This is an optimization exercise on Yosys and OpenROAD, whose aim is small area, a short achievable clock period and few clock cycles per item, not a production implementation. RTL that was checked went through simulation tests only; none was proved equivalent to the original. The RTL of run 1 was laid out without a check of its function. Power and IR drop assume default switching activity.

### design/flow/run.sh
#!/bin/bash
# synth_recipe.tcl (not shown) runs the flow's synth.tcl, then flattens the netlist and writes it again
# the make line also repeats each setting of config.mk as NAME=value (left out here)
make -C /OpenROAD-flow-scripts/flow DESIGN_CONFIG=/design/flow/config.mk WORK_HOME=/design/flow/orfs CLKGATE_MAP_FILE= SYNTH_SCRIPT=/design/flow/synth_recipe.tcl finish
### design/flow/config.mk
export PLATFORM = sky130hd
export DESIGN_NAME = flanger_sweep_state_machine
export DESIGN_NICKNAME = flanger_sweep_state_machine
export VERILOG_FILES = /design/flow/design.v
export SDC_FILE = /design/flow/constraint.sdc
export NUM_CORES = 4
export LEC_CHECK = 0
export CAP_MARGIN = 20
export CORE_MARGIN = 2
export CORE_UTILIZATION = 40
export CTS_BUF_LIST = sky130_fd_sc_hd__clkbuf_16
export CTS_CLUSTER_DIAMETER = 120
export CTS_CLUSTER_SIZE = 30
export SETUP_SLACK_MARGIN = 5
export SLEW_MARGIN = 20
### design/flow/constraint.sdc
create_clock -name core_clock -period 8.0 [get_ports {clk}]
set_input_delay 1.6000 -clock core_clock [delete_from_list [all_inputs] [get_ports {clk}]]
set_output_delay 1.6000 -clock core_clock [all_outputs]
set_load 0.01 [all_outputs]
### design/flow/design.v
module fx_flanger (
    input  wire        clk,
    input  wire        rst,
    input  wire        shift_en,    
    input  wire        blk_end,     
    input  wire        early,       
    input  wire [15:0] x,           
    output wire [15:0] h            
);
    localparam TAPMAX = 22;
    reg  [15:0] hist [0:TAPMAX-1];
    reg  [4:0]  tap;
    reg         dir_up;
    reg  [15:0] hsel;
    integer i;
    always @(*) begin
        hsel = 16'd0;
        for (i = 0; i < TAPMAX; i = i + 1)
            hsel = hsel | ({16{tap == i + 1}} & hist[i]);
    end
    wire fresh = (tap == TAPMAX[4:0]) && !dir_up && early;
    assign h = (tap == 5'd0) ? x : (fresh ? 16'd0 : hsel);
    always @(posedge clk) begin
        if (shift_en) begin
            hist[0] <= x;
            for (i = 1; i < TAPMAX; i = i + 1)
                hist[i] <= hist[i-1];
        end
    end
    always @(posedge clk) begin
        if (rst) begin
            tap    <= TAPMAX[4:0];
            dir_up <= 1'b0;
        end else if (blk_end) begin
            if (!dir_up) begin
                if (tap == 5'd0) begin
                    dir_up <= 1'b1;
                    tap    <= 5'd1;
                end else begin
                    tap    <= tap - 5'd1;
                end
            end else begin
                if (tap == TAPMAX[4:0]) begin
                    dir_up <= 1'b0;
                    tap    <= TAPMAX[4:0] - 5'd1;
                end else begin
                    tap    <= tap + 5'd1;
                end
            end
        end
    end
endmodule
module fx_mul (
    input  wire [15:0] A,
    input  wire [7:0]  one,
    input  wire [7:0]  two,
    input  wire [7:0]  neg,
    input  wire [11:0] inj,
    output wire [31:0] R0,
    output wire [31:0] R1,
    output wire [31:0] R2
);
    wire r0_0 = ((one[0] & A[0]) ^ neg[0]);
    wire r0_1 = (((one[0] & A[1]) | (two[0] & A[0])) ^ neg[0]);
    wire r0_2 = (((one[0] & A[2]) | (two[0] & A[1])) ^ neg[0]);
    wire r0_3 = (((one[0] & A[3]) | (two[0] & A[2])) ^ neg[0]);
    wire r0_4 = (((one[0] & A[4]) | (two[0] & A[3])) ^ neg[0]);
    wire r0_5 = (((one[0] & A[5]) | (two[0] & A[4])) ^ neg[0]);
    wire r0_6 = (((one[0] & A[6]) | (two[0] & A[5])) ^ neg[0]);
    wire r0_7 = (((one[0] & A[7]) | (two[0] & A[6])) ^ neg[0]);
    wire r0_8 = (((one[0] & A[8]) | (two[0] & A[7])) ^ neg[0]);
    wire r0_9 = (((one[0] & A[9]) | (two[0] & A[8])) ^ neg[0]);
    wire r0_10 = (((one[0] & A[10]) | (two[0] & A[9])) ^ neg[0]);
    wire r0_11 = (((one[0] & A[11]) | (two[0] & A[10])) ^ neg[0]);
    wire r0_12 = (((one[0] & A[12]) | (two[0] & A[11])) ^ neg[0]);
    wire r0_13 = (((one[0] & A[13]) | (two[0] & A[12])) ^ neg[0]);
    wire r0_14 = (((one[0] & A[14]) | (two[0] & A[13])) ^ neg[0]);
    wire r0_15 = (((one[0] & A[15]) | (two[0] & A[14])) ^ neg[0]);
    wire r0_16 = (((one[0] & A[15]) | (two[0] & A[15])) ^ neg[0]);
    wire r1_0 = ((one[1] & A[0]) ^ neg[1]);
    wire r1_1 = (((one[1] & A[1]) | (two[1] & A[0])) ^ neg[1]);
    wire r1_2 = (((one[1] & A[2]) | (two[1] & A[1])) ^ neg[1]);
    wire r1_3 = (((one[1] & A[3]) | (two[1] & A[2])) ^ neg[1]);
    wire r1_4 = (((one[1] & A[4]) | (two[1] & A[3])) ^ neg[1]);
    wire r1_5 = (((one[1] & A[5]) | (two[1] & A[4])) ^ neg[1]);
    wire r1_6 = (((one[1] & A[6]) | (two[1] & A[5])) ^ neg[1]);
    wire r1_7 = (((one[1] & A[7]) | (two[1] & A[6])) ^ neg[1]);
    wire r1_8 = (((one[1] & A[8]) | (two[1] & A[7])) ^ neg[1]);
    wire r1_9 = (((one[1] & A[9]) | (two[1] & A[8])) ^ neg[1]);
    wire r1_10 = (((one[1] & A[10]) | (two[1] & A[9])) ^ neg[1]);
    wire r1_11 = (((one[1] & A[11]) | (two[1] & A[10])) ^ neg[1]);
    wire r1_12 = (((one[1] & A[12]) | (two[1] & A[11])) ^ neg[1]);
    wire r1_13 = (((one[1] & A[13]) | (two[1] & A[12])) ^ neg[1]);
    wire r1_14 = (((one[1] & A[14]) | (two[1] & A[13])) ^ neg[1]);
    wire r1_15 = (((one[1] & A[15]) | (two[1] & A[14])) ^ neg[1]);
    wire r1_16 = (((one[1] & A[15]) | (two[1] & A[15])) ^ neg[1]);
    wire r2_0 = ((one[2] & A[0]) ^ neg[2]);
    wire r2_1 = (((one[2] & A[1]) | (two[2] & A[0])) ^ neg[2]);
    wire r2_2 = (((one[2] & A[2]) | (two[2] & A[1])) ^ neg[2]);
    wire r2_3 = (((one[2] & A[3]) | (two[2] & A[2])) ^ neg[2]);
    wire r2_4 = (((one[2] & A[4]) | (two[2] & A[3])) ^ neg[2]);
    wire r2_5 = (((one[2] & A[5]) | (two[2] & A[4])) ^ neg[2]);
    wire r2_6 = (((one[2] & A[6]) | (two[2] & A[5])) ^ neg[2]);
    wire r2_7 = (((one[2] & A[7]) | (two[2] & A[6])) ^ neg[2]);
    wire r2_8 = (((one[2] & A[8]) | (two[2] & A[7])) ^ neg[2]);
    wire r2_9 = (((one[2] & A[9]) | (two[2] & A[8])) ^ neg[2]);
    wire r2_10 = (((one[2] & A[10]) | (two[2] & A[9])) ^ neg[2]);
    wire r2_11 = (((one[2] & A[11]) | (two[2] & A[10])) ^ neg[2]);
    wire r2_12 = (((one[2] & A[12]) | (two[2] & A[11])) ^ neg[2]);
    wire r2_13 = (((one[2] & A[13]) | (two[2] & A[12])) ^ neg[2]);
    wire r2_14 = (((one[2] & A[14]) | (two[2] & A[13])) ^ neg[2]);
    wire r2_15 = (((one[2] & A[15]) | (two[2] & A[14])) ^ neg[2]);
    wire r2_16 = (((one[2] & A[15]) | (two[2] & A[15])) ^ neg[2]);
    wire r3_0 = ((one[3] & A[0]) ^ neg[3]);
    wire r3_1 = (((one[3] & A[1]) | (two[3] & A[0])) ^ neg[3]);
    wire r3_2 = (((one[3] & A[2]) | (two[3] & A[1])) ^ neg[3]);
    wire r3_3 = (((one[3] & A[3]) | (two[3] & A[2])) ^ neg[3]);
    wire r3_4 = (((one[3] & A[4]) | (two[3] & A[3])) ^ neg[3]);
    wire r3_5 = (((one[3] & A[5]) | (two[3] & A[4])) ^ neg[3]);
    wire r3_6 = (((one[3] & A[6]) | (two[3] & A[5])) ^ neg[3]);
    wire r3_7 = (((one[3] & A[7]) | (two[3] & A[6])) ^ neg[3]);
    wire r3_8 = (((one[3] & A[8]) | (two[3] & A[7])) ^ neg[3]);
    wire r3_9 = (((one[3] & A[9]) | (two[3] & A[8])) ^ neg[3]);
    wire r3_10 = (((one[3] & A[10]) | (two[3] & A[9])) ^ neg[3]);
    wire r3_11 = (((one[3] & A[11]) | (two[3] & A[10])) ^ neg[3]);
    wire r3_12 = (((one[3] & A[12]) | (two[3] & A[11])) ^ neg[3]);
    wire r3_13 = (((one[3] & A[13]) | (two[3] & A[12])) ^ neg[3]);
    wire r3_14 = (((one[3] & A[14]) | (two[3] & A[13])) ^ neg[3]);
    wire r3_15 = (((one[3] & A[15]) | (two[3] & A[14])) ^ neg[3]);
    wire r3_16 = (((one[3] & A[15]) | (two[3] & A[15])) ^ neg[3]);
    wire r4_0 = ((one[4] & A[0]) ^ neg[4]);
    wire r4_1 = (((one[4] & A[1]) | (two[4] & A[0])) ^ neg[4]);
    wire r4_2 = (((one[4] & A[2]) | (two[4] & A[1])) ^ neg[4]);
    wire r4_3 = (((one[4] & A[3]) | (two[4] & A[2])) ^ neg[4]);
    wire r4_4 = (((one[4] & A[4]) | (two[4] & A[3])) ^ neg[4]);
    wire r4_5 = (((one[4] & A[5]) | (two[4] & A[4])) ^ neg[4]);
    wire r4_6 = (((one[4] & A[6]) | (two[4] & A[5])) ^ neg[4]);
    wire r4_7 = (((one[4] & A[7]) | (two[4] & A[6])) ^ neg[4]);
    wire r4_8 = (((one[4] & A[8]) | (two[4] & A[7])) ^ neg[4]);
    wire r4_9 = (((one[4] & A[9]) | (two[4] & A[8])) ^ neg[4]);
    wire r4_10 = (((one[4] & A[10]) | (two[4] & A[9])) ^ neg[4]);
    wire r4_11 = (((one[4] & A[11]) | (two[4] & A[10])) ^ neg[4]);
    wire r4_12 = (((one[4] & A[12]) | (two[4] & A[11])) ^ neg[4]);
    wire r4_13 = (((one[4] & A[13]) | (two[4] & A[12])) ^ neg[4]);
    wire r4_14 = (((one[4] & A[14]) | (two[4] & A[13])) ^ neg[4]);
    wire r4_15 = (((one[4] & A[15]) | (two[4] & A[14])) ^ neg[4]);
    wire r4_16 = (((one[4] & A[15]) | (two[4] & A[15])) ^ neg[4]);
    wire r5_0 = ((one[5] & A[0]) ^ neg[5]);
    wire r5_1 = (((one[5] & A[1]) | (two[5] & A[0])) ^ neg[5]);
    wire r5_2 = ((((one[5] & A[2]) | (two[5] & A[1])) ^ neg[5]) | inj[0]);
    wire r5_3 = ((((one[5] & A[3]) | (two[5] & A[2])) ^ neg[5]) | inj[1]);
    wire r5_4 = ((((one[5] & A[4]) | (two[5] & A[3])) ^ neg[5]) | inj[2]);
    wire r5_5 = ((((one[5] & A[5]) | (two[5] & A[4])) ^ neg[5]) | inj[3]);
    wire r5_6 = ((((one[5] & A[6]) | (two[5] & A[5])) ^ neg[5]) | inj[4]);
    wire r5_7 = ((((one[5] & A[7]) | (two[5] & A[6])) ^ neg[5]) | inj[5]);
    wire r5_8 = ((((one[5] & A[8]) | (two[5] & A[7])) ^ neg[5]) | inj[6]);
    wire r5_9 = ((((one[5] & A[9]) | (two[5] & A[8])) ^ neg[5]) | inj[7]);
    wire r5_10 = ((((one[5] & A[10]) | (two[5] & A[9])) ^ neg[5]) | inj[8]);
    wire r5_11 = ((((one[5] & A[11]) | (two[5] & A[10])) ^ neg[5]) | inj[9]);
    wire r5_12 = ((((one[5] & A[12]) | (two[5] & A[11])) ^ neg[5]) | inj[10]);
    wire r5_13 = ((((one[5] & A[13]) | (two[5] & A[12])) ^ neg[5]) | inj[11]);
    wire r5_14 = (((one[5] & A[14]) | (two[5] & A[13])) ^ neg[5]);
    wire r5_15 = (((one[5] & A[15]) | (two[5] & A[14])) ^ neg[5]);
    wire r5_16 = (((one[5] & A[15]) | (two[5] & A[15])) ^ neg[5]);
    wire r6_0 = ((one[6] & A[0]) ^ neg[6]);
    wire r6_1 = (((one[6] & A[1]) | (two[6] & A[0])) ^ neg[6]);
    wire r6_2 = (((one[6] & A[2]) | (two[6] & A[1])) ^ neg[6]);
    wire r6_3 = (((one[6] & A[3]) | (two[6] & A[2])) ^ neg[6]);
    wire r6_4 = (((one[6] & A[4]) | (two[6] & A[3])) ^ neg[6]);
    wire r6_5 = (((one[6] & A[5]) | (two[6] & A[4])) ^ neg[6]);
    wire r6_6 = (((one[6] & A[6]) | (two[6] & A[5])) ^ neg[6]);
    wire r6_7 = (((one[6] & A[7]) | (two[6] & A[6])) ^ neg[6]);
    wire r6_8 = (((one[6] & A[8]) | (two[6] & A[7])) ^ neg[6]);
    wire r6_9 = (((one[6] & A[9]) | (two[6] & A[8])) ^ neg[6]);
    wire r6_10 = (((one[6] & A[10]) | (two[6] & A[9])) ^ neg[6]);
    wire r6_11 = (((one[6] & A[11]) | (two[6] & A[10])) ^ neg[6]);
    wire r6_12 = (((one[6] & A[12]) | (two[6] & A[11])) ^ neg[6]);
    wire r6_13 = (((one[6] & A[13]) | (two[6] & A[12])) ^ neg[6]);
    wire r6_14 = (((one[6] & A[14]) | (two[6] & A[13])) ^ neg[6]);
    wire r6_15 = (((one[6] & A[15]) | (two[6] & A[14])) ^ neg[6]);
    wire r6_16 = (((one[6] & A[15]) | (two[6] & A[15])) ^ neg[6]);
    wire r7_0 = ((one[7] & A[0]) ^ neg[7]);
    wire r7_1 = (((one[7] & A[1]) | (two[7] & A[0])) ^ neg[7]);
    wire r7_2 = (((one[7] & A[2]) | (two[7] & A[1])) ^ neg[7]);
    wire r7_3 = (((one[7] & A[3]) | (two[7] & A[2])) ^ neg[7]);
    wire r7_4 = (((one[7] & A[4]) | (two[7] & A[3])) ^ neg[7]);
    wire r7_5 = (((one[7] & A[5]) | (two[7] & A[4])) ^ neg[7]);
    wire r7_6 = (((one[7] & A[6]) | (two[7] & A[5])) ^ neg[7]);
    wire r7_7 = (((one[7] & A[7]) | (two[7] & A[6])) ^ neg[7]);
    wire r7_8 = (((one[7] & A[8]) | (two[7] & A[7])) ^ neg[7]);
    wire r7_9 = (((one[7] & A[9]) | (two[7] & A[8])) ^ neg[7]);
    wire r7_10 = (((one[7] & A[10]) | (two[7] & A[9])) ^ neg[7]);
    wire r7_11 = (((one[7] & A[11]) | (two[7] & A[10])) ^ neg[7]);
    wire r7_12 = (((one[7] & A[12]) | (two[7] & A[11])) ^ neg[7]);
    wire r7_13 = (((one[7] & A[13]) | (two[7] & A[12])) ^ neg[7]);
    wire r7_14 = (((one[7] & A[14]) | (two[7] & A[13])) ^ neg[7]);
    wire r7_15 = (((one[7] & A[15]) | (two[7] & A[14])) ^ neg[7]);
    wire r7_16 = (((one[7] & A[15]) | (two[7] & A[15])) ^ neg[7]);
    wire s1 = r0_10 ^ r1_8;
    wire c2 = r0_10 & r1_8;
    wire s3 = r0_11 ^ r1_9;
    wire c4 = r0_11 & r1_9;
    wire s5 = r0_12 ^ r1_10 ^ r2_8;
    wire c6 = (r0_12 & r1_10) | (r0_12 & r2_8) | (r1_10 & r2_8);
    wire s7 = r3_6 ^ r4_4;
    wire c8 = r3_6 & r4_4;
    wire s9 = r0_13 ^ r1_11 ^ r2_9;
    wire c10 = (r0_13 & r1_11) | (r0_13 & r2_9) | (r1_11 & r2_9);
    wire s11 = r3_7 ^ r4_5;
    wire c12 = r3_7 & r4_5;
    wire s13 = r0_14 ^ r1_12 ^ r2_10;
    wire c14 = (r0_14 & r1_12) | (r0_14 & r2_10) | (r1_12 & r2_10);
    wire s15 = r3_8 ^ r4_6 ^ r5_4;
    wire c16 = (r3_8 & r4_6) | (r3_8 & r5_4) | (r4_6 & r5_4);
    wire s17 = r6_2 ^ r7_0;
    wire c18 = r6_2 & r7_0;
    wire s19 = r0_15 ^ r1_13 ^ r2_11;
    wire c20 = (r0_15 & r1_13) | (r0_15 & r2_11) | (r1_13 & r2_11);
    wire s21 = r3_9 ^ r4_7 ^ r5_5;
    wire c22 = (r3_9 & r4_7) | (r3_9 & r5_5) | (r4_7 & r5_5);
    wire s23 = r6_3 ^ r7_1;
    wire c24 = r6_3 & r7_1;
    wire s25 = ~r0_16 ^ r1_14 ^ r2_12;
    wire c26 = (~r0_16 & r1_14) | (~r0_16 & r2_12) | (r1_14 & r2_12);
    wire s27 = r3_10 ^ r4_8 ^ r5_6;
    wire c28 = (r3_10 & r4_8) | (r3_10 & r5_6) | (r4_8 & r5_6);
    wire s29 = r6_4 ^ r7_2 ^ 1'b1;
    wire c30 = (r6_4 & r7_2) | (r6_4 & 1'b1) | (r7_2 & 1'b1);
    wire s31 = r1_15 ^ r2_13 ^ r3_11;
    wire c32 = (r1_15 & r2_13) | (r1_15 & r3_11) | (r2_13 & r3_11);
    wire s33 = r4_9 ^ r5_7 ^ r6_5;
    wire c34 = (r4_9 & r5_7) | (r4_9 & r6_5) | (r5_7 & r6_5);
    wire s35 = r7_3 ^ 1'b1;
    wire c36 = r7_3 & 1'b1;
    wire s37 = ~r1_16 ^ r2_14 ^ r3_12;
    wire c38 = (~r1_16 & r2_14) | (~r1_16 & r3_12) | (r2_14 & r3_12);
    wire s39 = r4_10 ^ r5_8 ^ r6_6;
    wire c40 = (r4_10 & r5_8) | (r4_10 & r6_6) | (r5_8 & r6_6);
    wire s41 = r2_15 ^ r3_13 ^ r4_11;
    wire c42 = (r2_15 & r3_13) | (r2_15 & r4_11) | (r3_13 & r4_11);
    wire s43 = r5_9 ^ r6_7;
    wire c44 = r5_9 & r6_7;
    wire s45 = ~r2_16 ^ r3_14 ^ r4_12;
    wire c46 = (~r2_16 & r3_14) | (~r2_16 & r4_12) | (r3_14 & r4_12);
    wire s47 = r3_15 ^ r4_13;
    wire c48 = r3_15 & r4_13;
    wire s49 = r0_6 ^ r1_4;
    wire c50 = r0_6 & r1_4;
    wire s51 = r0_7 ^ r1_5;
    wire c52 = r0_7 & r1_5;
    wire s53 = r0_8 ^ r1_6 ^ r2_4;
    wire c54 = (r0_8 & r1_6) | (r0_8 & r2_4) | (r1_6 & r2_4);
    wire s55 = r3_2 ^ r4_0;
    wire c56 = r3_2 & r4_0;
    wire s57 = r0_9 ^ r1_7 ^ r2_5;
    wire c58 = (r0_9 & r1_7) | (r0_9 & r2_5) | (r1_7 & r2_5);
    wire s59 = r3_3 ^ r4_1;
    wire c60 = r3_3 & r4_1;
    wire s61 = r2_6 ^ r3_4 ^ r4_2;
    wire c62 = (r2_6 & r3_4) | (r2_6 & r4_2) | (r3_4 & r4_2);
    wire s63 = r5_0 ^ neg[5] ^ s1;
    wire c64 = (r5_0 & neg[5]) | (r5_0 & s1) | (neg[5] & s1);
    wire s65 = r2_7 ^ r3_5 ^ r4_3;
    wire c66 = (r2_7 & r3_5) | (r2_7 & r4_3) | (r3_5 & r4_3);
    wire s67 = r5_1 ^ c2 ^ s3;
    wire c68 = (r5_1 & c2) | (r5_1 & s3) | (c2 & s3);
    wire s69 = r5_2 ^ r6_0 ^ neg[6];
    wire c70 = (r5_2 & r6_0) | (r5_2 & neg[6]) | (r6_0 & neg[6]);
    wire s71 = c4 ^ s7 ^ s5;
    wire c72 = (c4 & s7) | (c4 & s5) | (s7 & s5);
    wire s73 = r5_3 ^ r6_1 ^ c8;
    wire c74 = (r5_3 & r6_1) | (r5_3 & c8) | (r6_1 & c8);
    wire s75 = s11 ^ c6 ^ s9;
    wire c76 = (s11 & c6) | (s11 & s9) | (c6 & s9);
    wire s77 = neg[7] ^ c12 ^ s17;
    wire c78 = (neg[7] & c12) | (neg[7] & s17) | (c12 & s17);
    wire s79 = c10 ^ s13 ^ s15;
    wire c80 = (c10 & s13) | (c10 & s15) | (s13 & s15);
    wire s81 = c18 ^ s23 ^ c14;
    wire c82 = (c18 & s23) | (c18 & c14) | (s23 & c14);
    wire s83 = c16 ^ s19 ^ s21;
    wire c84 = (c16 & s19) | (c16 & s21) | (s19 & s21);
    wire s85 = c24 ^ c20 ^ c22;
    wire c86 = (c24 & c20) | (c24 & c22) | (c20 & c22);
    wire s87 = s25 ^ s27 ^ s29;
    wire c88 = (s25 & s27) | (s25 & s29) | (s27 & s29);
    wire s89 = s35 ^ c26 ^ c28;
    wire c90 = (s35 & c26) | (s35 & c28) | (c26 & c28);
    wire s91 = c30 ^ s31 ^ s33;
    wire c92 = (c30 & s31) | (c30 & s33) | (s31 & s33);
    wire s93 = r7_4 ^ c36 ^ c32;
    wire c94 = (r7_4 & c36) | (r7_4 & c32) | (c36 & c32);
    wire s95 = c34 ^ s37 ^ s39;
    wire c96 = (c34 & s37) | (c34 & s39) | (s37 & s39);
    wire s97 = r7_5 ^ 1'b1 ^ s43;
    wire c98 = (r7_5 & 1'b1) | (r7_5 & s43) | (1'b1 & s43);
    wire s99 = c38 ^ c40 ^ s41;
    wire c100 = (c38 & c40) | (c38 & s41) | (c40 & s41);
    wire s101 = r5_10 ^ r6_8 ^ r7_6;
    wire c102 = (r5_10 & r6_8) | (r5_10 & r7_6) | (r6_8 & r7_6);
    wire s103 = c44 ^ c42 ^ s45;
    wire c104 = (c44 & c42) | (c44 & s45) | (c42 & s45);
    wire s105 = r5_11 ^ r6_9 ^ r7_7;
    wire c106 = (r5_11 & r6_9) | (r5_11 & r7_7) | (r6_9 & r7_7);
    wire s107 = 1'b1 ^ s47 ^ c46;
    wire c108 = (1'b1 & s47) | (1'b1 & c46) | (s47 & c46);
    wire s109 = ~r3_16 ^ r4_14 ^ r5_12;
    wire c110 = (~r3_16 & r4_14) | (~r3_16 & r5_12) | (r4_14 & r5_12);
    wire s111 = r6_10 ^ r7_8 ^ c48;
    wire c112 = (r6_10 & r7_8) | (r6_10 & c48) | (r7_8 & c48);
    wire s113 = r4_15 ^ r5_13 ^ r6_11;
    wire c114 = (r4_15 & r5_13) | (r4_15 & r6_11) | (r5_13 & r6_11);
    wire s115 = r7_9 ^ 1'b1;
    wire c116 = r7_9 & 1'b1;
    wire s117 = ~r4_16 ^ r5_14 ^ r6_12;
    wire c118 = (~r4_16 & r5_14) | (~r4_16 & r6_12) | (r5_14 & r6_12);
    wire s119 = r5_15 ^ r6_13;
    wire c120 = r5_15 & r6_13;
    wire s121 = r0_4 ^ r1_2;
    wire c122 = r0_4 & r1_2;
    wire s123 = r0_5 ^ r1_3;
    wire c124 = r0_5 & r1_3;
    wire s125 = r2_2 ^ r3_0 ^ neg[3];
    wire c126 = (r2_2 & r3_0) | (r2_2 & neg[3]) | (r3_0 & neg[3]);
    wire s127 = r2_3 ^ r3_1 ^ c50;
    wire c128 = (r2_3 & r3_1) | (r2_3 & c50) | (r3_1 & c50);
    wire s129 = neg[4] ^ c52 ^ s55;
    wire c130 = (neg[4] & c52) | (neg[4] & s55) | (c52 & s55);
    wire s131 = c56 ^ s59 ^ c54;
    wire c132 = (c56 & s59) | (c56 & c54) | (s59 & c54);
    wire s133 = c60 ^ c58 ^ s61;
    wire c134 = (c60 & c58) | (c60 & s61) | (c58 & s61);
    wire s135 = c62 ^ s65 ^ c64;
    wire c136 = (c62 & s65) | (c62 & c64) | (s65 & c64);
    wire s137 = c66 ^ s69 ^ c68;
    wire c138 = (c66 & s69) | (c66 & c68) | (s69 & c68);
    wire s139 = c70 ^ s73 ^ c72;
    wire c140 = (c70 & s73) | (c70 & c72) | (s73 & c72);
    wire s141 = c74 ^ s77 ^ c76;
    wire c142 = (c74 & s77) | (c74 & c76) | (s77 & c76);
    wire s143 = c78 ^ s81 ^ c80;
    wire c144 = (c78 & s81) | (c78 & c80) | (s81 & c80);
    wire s145 = c82 ^ s85 ^ c84;
    wire c146 = (c82 & s85) | (c82 & c84) | (s85 & c84);
    wire s147 = c86 ^ s89 ^ c88;
    wire c148 = (c86 & s89) | (c86 & c88) | (s89 & c88);
    wire s149 = c90 ^ s93 ^ c92;
    wire c150 = (c90 & s93) | (c90 & c92) | (s93 & c92);
    wire s151 = s97 ^ c94 ^ c96;
    wire c152 = (s97 & c94) | (s97 & c96) | (c94 & c96);
    wire s153 = s101 ^ c98 ^ c100;
    wire c154 = (s101 & c98) | (s101 & c100) | (c98 & c100);
    wire s155 = c102 ^ s105 ^ s107;
    wire c156 = (c102 & s105) | (c102 & s107) | (s105 & s107);
    wire s157 = c106 ^ s109 ^ s111;
    wire c158 = (c106 & s109) | (c106 & s111) | (s109 & s111);
    wire s159 = s115 ^ c110 ^ s113;
    wire c160 = (s115 & c110) | (s115 & s113) | (c110 & s113);
    wire s161 = r7_10 ^ c116 ^ c114;
    wire c162 = (r7_10 & c116) | (r7_10 & c114) | (c116 & c114);
    wire s163 = r7_11 ^ 1'b1 ^ s119;
    wire c164 = (r7_11 & 1'b1) | (r7_11 & s119) | (1'b1 & s119);
    wire s165 = ~r5_16 ^ r6_14 ^ r7_12;
    wire c166 = (~r5_16 & r6_14) | (~r5_16 & r7_12) | (r6_14 & r7_12);
    wire s167 = r6_15 ^ r7_13;
    wire c168 = r6_15 & r7_13;
    assign R0 = {1'b1, ~r7_16, r7_15, ~r6_16, s167, s165, s163, s161, s159, s157, s155, s153, s151, s149, s147, s145, s143, s141, s139, s137, s135, s133, s131, s129, s127, s125, s123, s121, r0_3, r0_2, r0_1, r0_0};
    assign R1 = {1'b0, 1'b0, 1'b1, r7_14, 1'b1, c120, c118, s117, c112, c108, c104, s103, s99, s95, s91, s87, s83, s79, s75, s71, s67, s63, s57, s53, s51, s49, r2_1, r2_0, r1_1, r1_0, 1'b0, neg[0]};
    assign R2 = {1'b0, 1'b0, 1'b0, c168, c166, c164, c162, c160, c158, c156, c154, c152, c150, c148, c146, c144, c142, c140, c138, c136, c134, c132, c130, c128, c126, c124, c122, neg[2], 1'b0, neg[1], 1'b0, 1'b0};
endmodule
module fx_crush_bias (
    input  wire        en,
    input  wire        sign,
    input  wire [3:0]  le,
    output wire [11:0] inj
);
    wire [4:0] ge = {1'b1, le};               
    wire [4:0] eq = ge & ~{ge[3:0], 1'b0};    
    assign inj[11] = en & (sign ? 1'b0  : eq[0]);
    assign inj[10] = en & (sign ? ge[0] : eq[1]);
    assign inj[9]  = en & (sign ? ge[1] : eq[2]);
    assign inj[8]  = en & (sign ? ge[2] : eq[3]);
    assign inj[7]  = en & (sign ? ge[3] : eq[4]);
    assign inj[6:0] = {7{en & sign}};
endmodule
module fx_crush_mask (
    input  wire        en,
    input  wire [3:0]  le,
    input  wire [31:0] p,
    output wire [31:0] y
);
    assign y[19:0]  = p[19:0] & {20{!en}};
    assign y[20]    = p[20] & !(en & le[3]);     
    assign y[21]    = p[21] & !(en & le[2]);
    assign y[22]    = p[22] & !(en & le[1]);
    assign y[23]    = p[23] & !(en & le[0]);
    assign y[31:24] = p[31:24];
endmodule
module flanger_sweep_state_machine #(
    parameter N = 32,              
    parameter L = 24               
) (
    input  wire        clk,
    input  wire        rst,
    input  wire        key_valid,
    input  wire [7:0]  key_char,
    input  wire        btn,
    input  wire        in_valid,
    output wire        in_ready,
    input  wire [15:0] mic,
    input  wire [15:0] gen,
    output reg         out_valid,
    input  wire        out_ready,
    output reg  [31:0] out_data,
    output reg         out_last,
    output reg         out_ev_valid,
    output reg         out_ev_kind,    
    output reg  [7:0]  out_ev_arg,
    output wire [15:0] gen_freq
);
    localparam [2:0] MIN_DEPTH = 3'd1;
    localparam [2:0] MAX_DEPTH = 3'd5;
    localparam [1:0] M_NONE  = 2'd0;
    localparam [1:0] M_FLAN  = 2'd1;
    localparam [1:0] M_RING  = 2'd2;
    localparam [1:0] M_CRUSH = 2'd3;
    reg  [1:0] mode;
    reg        src_sel;
    reg  [2:0] depth;
    reg        key_pend;
    reg  [7:0] key_q;
    reg        btn_pend;
    localparam CW = $clog2(N);
    localparam [CW-1:0] LAST_BEAT = N - 1;
    reg  [CW-1:0] cnt;               
    reg        sk_valid;             
    wire       rdy = !sk_valid;      
    reg        in_ready_q;           
    assign in_ready = in_ready_q;
    wire acc   = in_valid && rdy;
    wire first = (cnt == 0);
    wire last  = (cnt == LAST_BEAT);
    wire k_n     = (key_q == 8'h6E);
    wire k_f     = (key_q == 8'h66);
    wire k_r     = (key_q == 8'h72);
    wire k_b     = (key_q == 8'h62);
    wire k_plus  = (key_q == 8'h2B);
    wire k_minus = (key_q == 8'h2D);
    wire k_mode  = k_n | k_f | k_r | k_b;
    wire k_unrec = !(k_mode | k_plus | k_minus);
    reg [1:0] key_mode;
    always @(*) begin
        case (1'b1)
            k_f:     key_mode = M_FLAN;
            k_r:     key_mode = M_RING;
            k_b:     key_mode = M_CRUSH;
            default: key_mode = M_NONE;
        endcase
    end
    reg [2:0] new_depth;
    always @(*) begin
        new_depth = depth;
        if (key_pend && k_plus && depth < MAX_DEPTH)
            new_depth = depth + 3'd1;
        if (key_pend && k_minus && depth > MIN_DEPTH)
            new_depth = depth - 3'd1;
    end
    wire [1:0] new_mode = (key_pend && k_mode) ? key_mode : mode;
    wire       new_src  = src_sel ^ btn_pend;
    wire [1:0] cur_mode  = first ? new_mode  : mode;
    wire       cur_src   = first ? new_src   : src_sel;
    wire [2:0] cur_depth = first ? new_depth : depth;
    always @(posedge clk) begin
        if (rst) begin
            mode     <= M_NONE;
            src_sel  <= 1'b0;
            depth    <= MIN_DEPTH;
            key_pend <= 1'b0;
            btn_pend <= 1'b0;
            cnt      <= 0;
        end else begin
            if (acc) begin
                cnt <= last ? 0 : cnt + 1'b1;
                if (first) begin
                    mode    <= new_mode;
                    src_sel <= new_src;
                    depth   <= new_depth;
                end
            end
            if (key_valid)
                key_pend <= 1'b1;
            else if (acc && first)
                key_pend <= 1'b0;
            if (btn)
                btn_pend <= 1'b1;
            else if (acc && first)
                btn_pend <= 1'b0;
        end
    end
    always @(posedge clk) begin
        if (key_valid)
            key_q <= key_char;
    end
    always @(posedge clk) begin
        if (acc && first) begin
            out_ev_valid <= key_pend && !(k_plus || k_minus);
            out_ev_kind  <= k_unrec;
            out_ev_arg   <= k_unrec ? key_q : {6'd0, key_mode};
        end
    end
    wire [15:0] s = cur_src ? gen : mic;
    wire is_flan  = (cur_mode == M_FLAN);
    wire is_ring  = (cur_mode == M_RING);
    wire is_crush = (cur_mode == M_CRUSH);
    wire [15:0] h;
    fx_flanger u_flan (
        .clk      (clk),
        .rst      (rst),
        .shift_en (acc && is_flan),
        .blk_end  (acc && last && is_flan),
        .early    (cnt < 5'd22),
        .x        (s),
        .h        (h)
    );
    localparam [7:0] F_LO = 8'd75, F_HI = 8'd175, F_D = 8'd6;
    reg  [7:0] f8;
    reg        f_up;
    wire [7:0] f_upv = f8 + F_D;
    wire [7:0] f_dnv = f8 - F_D;
    always @(posedge clk) begin
        if (rst) begin
            f8   <= F_LO;
            f_up <= 1'b1;
        end else if (acc && last && is_ring) begin
            if (f_up) begin
                if (f_upv > F_HI) begin
                    f8   <= F_HI;
                    f_up <= 1'b0;
                end else begin
                    f8   <= f_upv;
                end
            end else begin
                if (f8 < F_LO + F_D) begin
                    f8   <= F_LO;
                    f_up <= 1'b1;
                end else begin
                    f8   <= f_dnv;
                end
            end
        end
    end
    assign gen_freq = {5'd0, f8, 3'd0};
    wire [15:0] a_in = is_ring ? mic : (is_flan ? h : s);
    reg  [7:0]  one_in, two_in, neg_in;
    wire [16:0] ge = {gen, 1'b0};
    integer j;
    always @(*) begin
        for (j = 0; j < 8; j = j + 1) begin
            if (is_ring) begin
                one_in[j] = ge[2*j+1] ^ ge[2*j];
                two_in[j] = (ge[2*j+2] & ~ge[2*j+1] & ~ge[2*j]) |
                            (~ge[2*j+2] & ge[2*j+1] & ge[2*j]);
                neg_in[j] = ge[2*j+2] & ~(ge[2*j+1] & ge[2*j]);
            end else begin
                one_in[j] = (j == 6);
                two_in[j] = (j == 5) && is_flan;
                neg_in[j] = (j == 5) && is_flan;
            end
        end
    end
    reg        v1, l1, c1;
    reg [3:0]  d1;                   
    reg [15:0] a1;
    reg [7:0]  one1, two1, neg1;
    always @(posedge clk) begin
        if (rst)
            v1 <= 1'b0;
        else if (rdy)
            v1 <= in_valid;
        if (rdy) begin
            l1   <= last;
            c1   <= is_crush;
            d1   <= {cur_depth <= 3'd4, cur_depth <= 3'd3,
                     cur_depth <= 3'd2, cur_depth <= 3'd1};
            a1   <= a_in;
            one1 <= one_in;
            two1 <= two_in;
            neg1 <= neg_in;
        end
    end
    wire [11:0] inj;
    fx_crush_bias u_bias (.en(c1), .sign(a1[15]), .le(d1), .inj(inj));
    wire [31:0] ps, pc, pt;
    fx_mul u_mul (
        .A(a1), .one(one1), .two(two1), .neg(neg1), .inj(inj),
        .R0(ps), .R1(pc), .R2(pt)
    );
    reg        v2, l2, c2;
    reg [3:0]  d2;
    reg [31:0] s2, k2, t2;
    always @(posedge clk) begin
        if (rst)
            v2 <= 1'b0;
        else if (rdy)
            v2 <= v1;
        if (rdy) begin
            l2 <= l1;
            c2 <= c1;
            d2 <= d1;
            s2 <= ps;
            k2 <= pc;
            t2 <= pt;
        end
    end
    wire [31:0] cs_s = s2 ^ k2 ^ t2;
    wire [31:0] cs_c = (s2 & k2) | (s2 & t2) | (k2 & t2);
    wire [31:0] prod = cs_s + {cs_c[30:0], 1'b0};
    wire [31:0] y;
    fx_crush_mask u_mask (.en(c2), .le(d2), .p(prod), .y(y));
    reg [31:0] sk_data;
    reg        sk_last;
    always @(posedge clk) begin
        if (rst) begin
            out_valid  <= 1'b0;
            sk_valid   <= 1'b0;
            in_ready_q <= 1'b1;
        end else if (!out_valid || out_ready) begin
            out_valid  <= sk_valid || v2;
            sk_valid   <= 1'b0;
            in_ready_q <= 1'b1;
        end else if (v2 && !sk_valid) begin
            sk_valid   <= 1'b1;
            in_ready_q <= 1'b0;
        end
    end
    always @(posedge clk) begin
        if (!out_valid || out_ready) begin
            out_data <= sk_valid ? sk_data : y;
            out_last <= sk_valid ? sk_last : l2;
        end
        if (!sk_valid) begin
            sk_data <= y;
            sk_last <= l2;
        end
    end
endmodule
==> flow_summary.yaml, run 1 <==
placement:
  gp_congestion: 0.819
  place_inst: 3035
  dp_hpwl_microns: 45200
  portBuffers: 98
  place_area_sq_um: 30700
job:
  maxCapViolCount: 0
timing:
  finalSetupViolCount: 0
  slew_viol_final: 0
  hold_slack_ns: 0.448
  relSlewSlack: 0.365
  finalHoldViolations: 0
  fin_crit_sh: 0.422
  rsz0062_at_grt: "yes"
  max_freq_mhz: 296
  max_slew.worst_pin.slew_ns: 0.952
  period_needed_ns: 3.38
  fin_skew_ns: 0.0258
drt:
  drtPass1Iterations: 8
  via_count: 18224
  drcViolationCount: 0
  viasPerCell: 5.70
  post_drt_wl_per_cell_microns: 22.6
  ant_nets: 0
  drtIter0Drc: 2257
  routed_wl_microns: 72200
final_layout:
  area_delta_synth_final_pct: 15.6
  seqCellArea_sq_um: 17500
  multiInputGateArea_sq_um: 11000
  layout_common_cells: "539 x edfxtp_1, 241 x a22oi_1, 118 x buf_4"
  final_util: 0.466
  n_antenna_cell: 0
  layout_commonest_cell: "edfxtp_1"
  layout.filler_cells: 6215
  drive_above_1_share: 0.159
  stdcell_area_sq_um: 33200
  layoutNonFillerInstCount: 3199
  nets: 2443
global_route:
  gr-max-usage-layer: "met1"
  met1_usage: 0.298
  grt.met2_usage: 0.278
  grt_max_degree: 95
  grt_pass1_wl_microns: 109000
  antenna_found_initial: 1
  overflow: 0
  use_met3: 0.0302
  grt_use_total: 0.190
  grt_pass1_vias: 17550
floorplanning:
  start_util: 0.403
  row_count: 98
  io_pins: 107
  core-area_sq_um: 71200
  die_h_microns: 272
  die-area_sq_um: 74000
  die_x_microns: 272
power:
  cellLeakagePower_nw: 11.8
  irDropWorstVdd_v: 0.000156
  finalPower_w: 0.00625
  powerDensity_nw_per_um2: 188
synth:
  yosysSeqAreaShare: 0.609
  yosysUniqueCellTypes: 86
  synth-seq-cells: 605
  syn_inst: 2112
  synth_warnings: 3
  synth_area_per_cell_sq_um: 13.6
  synth_ff_type: "edfxtp_1"
  synthArstFlopShare: 0
  synth_edf_count: 539
  syn_area_sq_um: 28700
setup_path:
  ff2ff_setup_slack_ns: 4.62
  crit_required_ns: 8.37
  path_class: "register to register"
  end_kind: "register"
  arrival_ns: 3.74
  worstSetupStartpointType: "register"
  crit_fanout: 2
clock_network:
  cts_buffers: 24
  clkTransAtPathRegs_ns: 0.11
  root_buffer: "clkbuf_16"
  clockBufferDepth: 3
  cts_tree: "built"
  cts_sinks: 605
  ctsHtreeMaxLevel: 1
  clk_latency_ns: 0.61
  ctsHoldBuffers: 0
status:
  outcome: "finished clean"
min_path:
  hold_class: "register to register"
## layout make-up
type                       count  share of cell area
tap                          950              0.0358
sequential                   605               0.528
clock inverter                11             0.00230
inverter                     102              0.0116
clock buffer                  24              0.0181
multi-input combinational   1254               0.331
timing repair buffer         253              0.0735
## layer usage
metal,share of wire,wire length (microns)
met5,0,0
met4,0.017,1220
met3,0.082,5910
met2,0.43,31300
met1,0.47,33800
## worst max-delay path, cell delays in order, from the launching register on
cell and delay, ns:
edfxtp_1 0.43, fa_2 0.64, ha_4 0.22, o211ai_1 0.20
o211ai_1 0.20, a221oi_2 0.29, buf_4 0.17, buf_6 0.09
o21ba_4 0.14, o21ai_4 0.06, and3_4 0.15, or3_1 0.30
a32o_2 0.26
## registers in the layout, summed over array words and instances, names as in the netlist, 2 cells and up
name         flops
a1              16
cnt              5
d1               4
d2               4
depth            3
f8               8
k2              27
key_q            8
mode             2
neg1             8
one1             8
out_data        32
out_ev_arg       8
s2              31
sk_data         32
t2              26
two1             8
u_flan.hist    352
u_flan.tap       5
## cell usage after synthesis (all sizes together) (13+ instances only)
cell / count / area (sq um)
nor2: 70 / 263
xnor2: 109 / 955
buf: 47 / 257
nand4: 14 / 93.8
nand3: 50 / 255
a222oi: 28 / 280
o21ai: 92 / 464
mux2: 19 / 214
edfxtp: 539 / 16200
inv: 102 / 383
a22o: 27 / 236
a21oi: 77 / 385
ha: 73 / 913
nor2b: 15 / 93.8
clkbuf: 112 / 423
nand2b: 14 / 87.6
a211oi: 13 / 113
a21o: 16 / 120
fa: 84 / 1680
dfxtp: 66 / 1320
nor3: 28 / 140
nand2: 71 / 269
xor2: 59 / 517
a22oi: 242 / 1820
## final timing paths
kind	start	to	cells after the start
worst min-delay path	l1	l2	0
worst min register to register	l1	l2	0
worst max register to register	k2[4]	out_data[21]	12
worst max-delay path	k2[4]	out_data[21]	12
## report_power, final
part	internal [W]	total, W	switching [W]
clock network	0.000559	0.00151	0.000947
registers	0.00360	0.00368	0.0000769
logic	0.000491	0.00106	0.000573
total	0.00466	0.00625	0.00160
## stage by stage
| step | worst slack, ns | TNS (ns) |
|---|---|---|
| 2_1_floorplan | -0.0685 | -24.10 |
| 4_1_cts | 4.60 | 0 |
| 3_3_place_gp | 3.69 | 0 |
| 3_5_place_dp | 3.60 | 0 |
| 5_1_grt | 4.50 | 0 |
| 6_report | 4.62 | 0 |
## kinds of logic after synthesis
kind of cell               share of synthesized area
and+or+nand+nor                               0.0613
muxes                                        0.00849
adders and majority gates                     0.0903
buffers and inverters                         0.0370
DFF                                            0.609
AOI/OAI and AO/OA                              0.142
xor gates and xnor gates                      0.0512
other                                       0.000131
## repair_timing
| action | in CTS | in global routing |
|---|---|---|
| gates resized for setup | 142 | 76 |
| cloned | 3 | 0 |
| setup endpoints to repair | 462 | 173 |
| setup buffers | 50 | 76 |
| pin swaps | 42 | 48 |
==> run 2: changes to the inputs <==
--- a/design/flow/design.v
+++ b/design/flow/design.v
@@ -58,6 +58,5 @@
     input  wire [11:0] inj,
     output wire [31:0] R0,
-    output wire [31:0] R1,
-    output wire [31:0] R2
+    output wire [31:0] R1
 );
     wire r0_0 = ((one[0] & A[0]) ^ neg[0]);
@@ -365,7 +364,62 @@
     wire s167 = r6_15 ^ r7_13;
     wire c168 = r6_15 & r7_13;
-    assign R0 = {1'b1, ~r7_16, r7_15, ~r6_16, s167, s165, s163, s161, s159, s157, s155, s153, s151, s149, s147, s145, s143, s141, s139, s137, s135, s133, s131, s129, s127, s125, s123, s121, r0_3, r0_2, r0_1, r0_0};
-    assign R1 = {1'b0, 1'b0, 1'b1, r7_14, 1'b1, c120, c118, s117, c112, c108, c104, s103, s99, s95, s91, s87, s83, s79, s75, s71, s67, s63, s57, s53, s51, s49, r2_1, r2_0, r1_1, r1_0, 1'b0, neg[0]};
-    assign R2 = {1'b0, 1'b0, 1'b0, c168, c166, c164, c162, c160, c158, c156, c154, c152, c150, c148, c146, c144, c142, c140, c138, c136, c134, c132, c130, c128, c126, c124, c122, neg[2], 1'b0, neg[1], 1'b0, 1'b0};
+    wire s169 = r0_2 ^ r1_0;
+    wire c170 = r0_2 & r1_0;
+    wire s171 = r0_3 ^ r1_1;
+    wire c172 = r0_3 & r1_1;
+    wire s173 = r2_0 ^ neg[2] ^ s121;
+    wire c174 = (r2_0 & neg[2]) | (r2_0 & s121) | (neg[2] & s121);
+    wire s175 = r2_1 ^ c122 ^ s123;
+    wire c176 = (r2_1 & c122) | (r2_1 & s123) | (c122 & s123);
+    wire s177 = c124 ^ s49 ^ s125;
+    wire c178 = (c124 & s49) | (c124 & s125) | (s49 & s125);
+    wire s179 = s51 ^ c126 ^ s127;
+    wire c180 = (s51 & c126) | (s51 & s127) | (c126 & s127);
+    wire s181 = s53 ^ c128 ^ s129;
+    wire c182 = (s53 & c128) | (s53 & s129) | (c128 & s129);
+    wire s183 = s57 ^ c130 ^ s131;
+    wire c184 = (s57 & c130) | (s57 & s131) | (c130 & s131);
+    wire s185 = s63 ^ c132 ^ s133;
+    wire c186 = (s63 & c132) | (s63 & s133) | (c132 & s133);
+    wire s187 = s67 ^ c134 ^ s135;
+    wire c188 = (s67 & c134) | (s67 & s135) | (c134 & s135);
+    wire s189 = s71 ^ c136 ^ s137;
+    wire c190 = (s71 & c136) | (s71 & s137) | (c136 & s137);
+    wire s191 = s75 ^ c138 ^ s139;
+    wire c192 = (s75 & c138) | (s75 & s139) | (c138 & s139);
+    wire s193 = s79 ^ c140 ^ s141;
+    wire c194 = (s79 & c140) | (s79 & s141) | (c140 & s141);
+    wire s195 = s83 ^ c142 ^ s143;
+    wire c196 = (s83 & c142) | (s83 & s143) | (c142 & s143);
+    wire s197 = s87 ^ c144 ^ s145;
+    wire c198 = (s87 & c144) | (s87 & s145) | (c144 & s145);
+    wire s199 = s91 ^ c146 ^ s147;
+    wire c200 = (s91 & c146) | (s91 & s147) | (c146 & s147);
+    wire s201 = s95 ^ c148 ^ s149;
+    wire c202 = (s95 & c148) | (s95 & s149) | (c148 & s149);
+    wire s203 = s99 ^ c150 ^ s151;
+    wire c204 = (s99 & c150) | (s99 & s151) | (c150 & s151);
+    wire s205 = s103 ^ c152 ^ s153;
+    wire c206 = (s103 & c152) | (s103 & s153) | (c152 & s153);
+    wire s207 = c104 ^ c154 ^ s155;
+    wire c208 = (c104 & c154) | (c104 & s155) | (c154 & s155);
+    wire s209 = c108 ^ s157 ^ c156;
+    wire c210 = (c108 & s157) | (c108 & c156) | (s157 & c156);
+    wire s211 = c112 ^ s159 ^ c158;
+    wire c212 = (c112 & s159) | (c112 & c158) | (s159 & c158);
+    wire s213 = s117 ^ s161 ^ c160;
+    wire c214 = (s117 & s161) | (s117 & c160) | (s161 & c160);
+    wire s215 = c118 ^ s163 ^ c162;
+    wire c216 = (c118 & s163) | (c118 & c162) | (s163 & c162);
+    wire s217 = c120 ^ s165 ^ c164;
+    wire c218 = (c120 & s165) | (c120 & c164) | (s165 & c164);
+    wire s219 = 1'b1 ^ s167 ^ c166;
+    wire c220 = (1'b1 & s167) | (1'b1 & c166) | (s167 & c166);
+    wire s221 = ~r6_16 ^ r7_14 ^ c168;
+    wire c222 = (~r6_16 & r7_14) | (~r6_16 & c168) | (r7_14 & c168);
+    wire s223 = r7_15 ^ 1'b1;
+    wire c224 = r7_15 & 1'b1;
+    assign R0 = {1'b1, ~r7_16, s223, s221, s219, s217, s215, s213, s211, s209, s207, s205, s203, s201, s199, s197, s195, s193, s191, s189, s187, s185, s183, s181, s179, s177, s175, s173, s171, s169, r0_1, r0_0};
+    assign R1 = {1'b0, c224, c222, c220, c218, c216, c214, c212, c210, c208, c206, c204, c202, c200, c198, c196, c194, c192, c190, c188, c186, c184, c182, c180, c178, c176, c174, c172, c170, neg[1], 1'b0, neg[0]};
 endmodule
 module fx_crush_bias (
@@ -591,12 +645,12 @@
     wire [11:0] inj;
     fx_crush_bias u_bias (.en(c1), .sign(a1[15]), .le(d1), .inj(inj));
-    wire [31:0] ps, pc, pt;
+    wire [31:0] ps, pc;
     fx_mul u_mul (
         .A(a1), .one(one1), .two(two1), .neg(neg1), .inj(inj),
-        .R0(ps), .R1(pc), .R2(pt)
+        .R0(ps), .R1(pc)
     );
     reg        v2, l2, c2;
     reg [3:0]  d2;
-    reg [31:0] s2, k2, t2;
+    reg [31:0] s2, k2;
     always @(posedge clk) begin
         if (rst)
@@ -610,10 +664,7 @@
             s2 <= ps;
             k2 <= pc;
-            t2 <= pt;
         end
     end
-    wire [31:0] cs_s = s2 ^ k2 ^ t2;
-    wire [31:0] cs_c = (s2 & k2) | (s2 & t2) | (k2 & t2);
-    wire [31:0] prod = cs_s + {cs_c[30:0], 1'b0};
+    wire [31:0] prod = s2 + k2;
     wire [31:0] y;
     fx_crush_mask u_mask (.en(c2), .le(d2), .p(prod), .y(y));
--- a/design/flow/config.mk
+++ b/design/flow/config.mk
@@ -9,7 +9,7 @@
 export CORE_MARGIN = 2
 export CORE_UTILIZATION = 40
-export CTS_BUF_LIST = sky130_fd_sc_hd__clkbuf_16
-export CTS_CLUSTER_DIAMETER = 120
-export CTS_CLUSTER_SIZE = 30
+export CTS_BUF_LIST = sky130_fd_sc_hd__clkbuf_8
+export CTS_CLUSTER_DIAMETER = 80
+export CTS_CLUSTER_SIZE = 18
 export SETUP_SLACK_MARGIN = 5
 export SLEW_MARGIN = 20
==> flow_summary.yaml, run 2 <==
synth:
  synthArstFlopShare: 0
  synth_ff_type: "edfxtp_1"
  yosysSeqAreaShare: 0.596
  synth_top_area_cell: "edfxtp_1"
  synth_warnings: 3
  syn_area_sq_um: 28200
  syn_inst: 2124
  synth_edf_count: 516
  synth_area_per_cell_sq_um: 13.3
  synth_top_area_share: 0.549
  synth-seq-cells: 582
  yosysUniqueCellTypes: 88
  yosys-top-cells-area: "edfxtp_1 55%, a22oi_1 6.4%, fa_1 5.8%"
  yosys-top-cells-count: "516 x edfxtp_1, 240 x a22oi_1, 128 x clkbuf_1, 120 x inv_1, 112 x xnor2_1"
  synthMostInstantiatedCell: "edfxtp_1"
floorplanning:
  io_pins: 107
  start_util: 0.403
  row_count: 97
  core-area_sq_um: 69900
  die-area_sq_um: 72600
  die_x_microns: 270
  die_h_microns: 270
timing:
  finalSetupViolCount: 0
  period_needed_ns: 3.22
  fin_ws_ns: 4.78
  fin_skew_ns: 0.0634
  hold_slack_ns: 0.425
  max_slew.worst_pin.slew_ns: 0.948
  max_freq_mhz: 310
  slew_viol_final: 0
  relSlewSlack: 0.368
  rsz0062_at_grt: "yes"
  fin_crit_sh: 0.403
  finalHoldViolations: 0
  fin_setup_tns_ns: 0
min_path:
  hold_start: "u_flan.hist[10][14]"
  hold_class: "register to register"
setup_path:
  crit_buf_inv: 3
  arrival_ns: 3.63
  end_kind: "register"
  ff2ff_setup_slack_ns: 4.78
  path_class: "register to register"
  slowest_delay_ns: 0.52
  worstSetupStartpointType: "register"
  r2r_start: "one1[1]"
  crit_chain: "buf_6 > buf_6 > a22oi_2 > xor2_1 > fa_1 > fa_2 > fa_1 > inv_1 > fa_2"
  crit_fanout: 4
  crit_required_ns: 8.41
  slowest_stage: "edfxtp_1"
  worstSetupStartpoint: "one1[1]"
  critPathTopFamily: "adder cells"
final_layout:
  layoutNonFillerInstCount: 3257
  area_delta_synth_final_pct: 17.3
  layout_common_cells: "516 x edfxtp_1, 179 x a22oi_1, 121 x buf_4"
  reg_top3: "u_flan.hist x352, out_data x32, sk_data x32"
  drive_above_1_share: 0.198
  top_register: "u_flan.hist"
  nets: 2501
  layout_commonest_cell: "edfxtp_1"
  largest_reg_flops: 352
clock_network:
  ctsHtreeMaxLevel: 2
  cts_buffers: 41
  clk_latency_ns: 0.70
  clkTransAtPathRegs_ns: 0.12
  cts_sinks: 582
  cts_tree: "built"
  clockBufferDepth: 3
  root_buffer: "clkbuf_8"
power:
  cellLeakagePower_nw: 11.8
  irDropWorstVdd_v: 0.000116
  powerDensity_nw_per_um2: 181
placement:
  gp_congestion: 0.868
  portBuffers: 98
  preCtsSetupSlack_ns: 3.59
  place_inst: 3046
  dp_hpwl_microns: 45300
global_route:
  grt_max_degree: 90
  grt_use_total: 0.196
  antenna_found_initial: 5
  grt_pass1_wl_microns: 111000
  overflow: 0
  grt_pass1_vias: 18502
drt:
  drtIter0Drc: 2112
  drcViolationCount: 0
  via_count: 18730
  drtPass1Iterations: 8
  ant_nets: 0
  viasPerCell: 5.75
  routed_wl_microns: 73200
  post_drt_wl_per_cell_microns: 22.5
status:
  outcome: "finished clean"
job:
  maxCapViolCount: 0
==> run 2: cell count changes after synthesis, sizes merged, moves of 12 or more <==
cell and change:
and2 +12, buf -23, clkbuf +18, edfxtp -23
inv +19, nand2 +24, o21ai -25
==> run 2: what timing repair did <==
item | 4_1_cts | 5_1_grt
resized for setup | 173 | 102
hold buffers | 0 | 0
hold endpoints to repair | 0 | 0
endpoints found under the setup margin | 431 | 322
setup buffers | 124 | 21
pin swaps | 23 | 70
gates cloned | 2 | 2
==> run 2: cells by family after synthesis <==
kind of cell | share of synthesized area
compound gates | 0.145
other cells | 0.000133
buf+inv | 0.0394
flops | 0.596
xor+xnor | 0.0528
simple gates | 0.0662
mux | 0.00870
fa+ha+maj | 0.0915
==> run 2: area by class of cell <==
cell class,instances,area [sq um]
flip-flops and latches,582,16900
well taps,940,1180
diodes,1,2.50
fillers,6151,36800
clock buffers,41,564
repair buffers,278,2810
multi-input cells,1273,11000
clock inverters,20,155
inverters,122,467
==> run 2: path summary, 6_finish.rpt <==
path,end,cells past startpoint
setup reg to reg,s2[13],9
hold reg to reg,u_flan.hist[11][14],0
setup / recovery,s2[13],9
hold / removal,u_flan.hist[11][14],0
==> run 2: where the power goes <==
| part | internal, W | switching (W) | total, W | leakage (nW) |
|---|---|---|---|---|
| Clock | 0.000503 | 0.00100 | 0.00150 | 0.405 |
| Combinational | 0.000418 | 0.000522 | 0.000940 | 5.88 |
| Sequential | 0.00349 | 0.0000690 | 0.00356 | 5.53 |
| Total | 0.00441 | 0.00159 | 0.00600 | 11.8 |
==> run 2: metrics by stage <==
step                      total power (W)  area (sq um)   util
final                             0.00600         33100  0.473
after global routing              0.00627         33100  0.473
after CTS                         0.00603         32500  0.465
after detailed placement          0.00449         30300  0.433
after global placement            0.00447         30300  0.433
after floorplan                   0.00420         28700      -
==> run 2: per-layer routing <==
metal	GRT usage	part of all wire	vias up
li1	-	-	8309
met1	0.266	0.42	9411
met2	0.318	0.47	870
met3	0.0329	0.084	134
met4	0.0665	0.030	6
met5	0	0.00052	-
Testbench counts of run 2, summed over its fixed seeds: cycles 16,408, items 16,384.

## static timing again, ports no longer ideal
The results above use ideal ports. As a check the final layouts listed here were re-extracted and re-timed, cells and wires unchanged.
Step 1 sets driving cells, clkbuf_16 on the clock port and buf_2 on the other inputs (assumed; they add their load-dependent delay and slew).
Step 2, shift: input delay + t, output delay - t, t = (earliest + latest rising clock arrival at the registers) / 2. This alone moves slack from input paths to output paths.
Three values: ideal, step 1, step 2; two values: the first two.
run	t, ns	setup WS [ns]	clock arrival spread, ns	worst data-port slew with drivers (ns)	pins driven straight from the clock port
run 1	0.660	4.623 / 4.623 / 4.398	0.026 / 0.026	0.09	1
run 2	0.726	4.777 / 4.777 / 4.410	0.064 / 0.065	0.11	1
After both steps setup and hold are still met in every run listed. For run 2, which loses most, drivers alone change the setup slack by 0.000 ns; drivers and shift together by -0.367 ns.
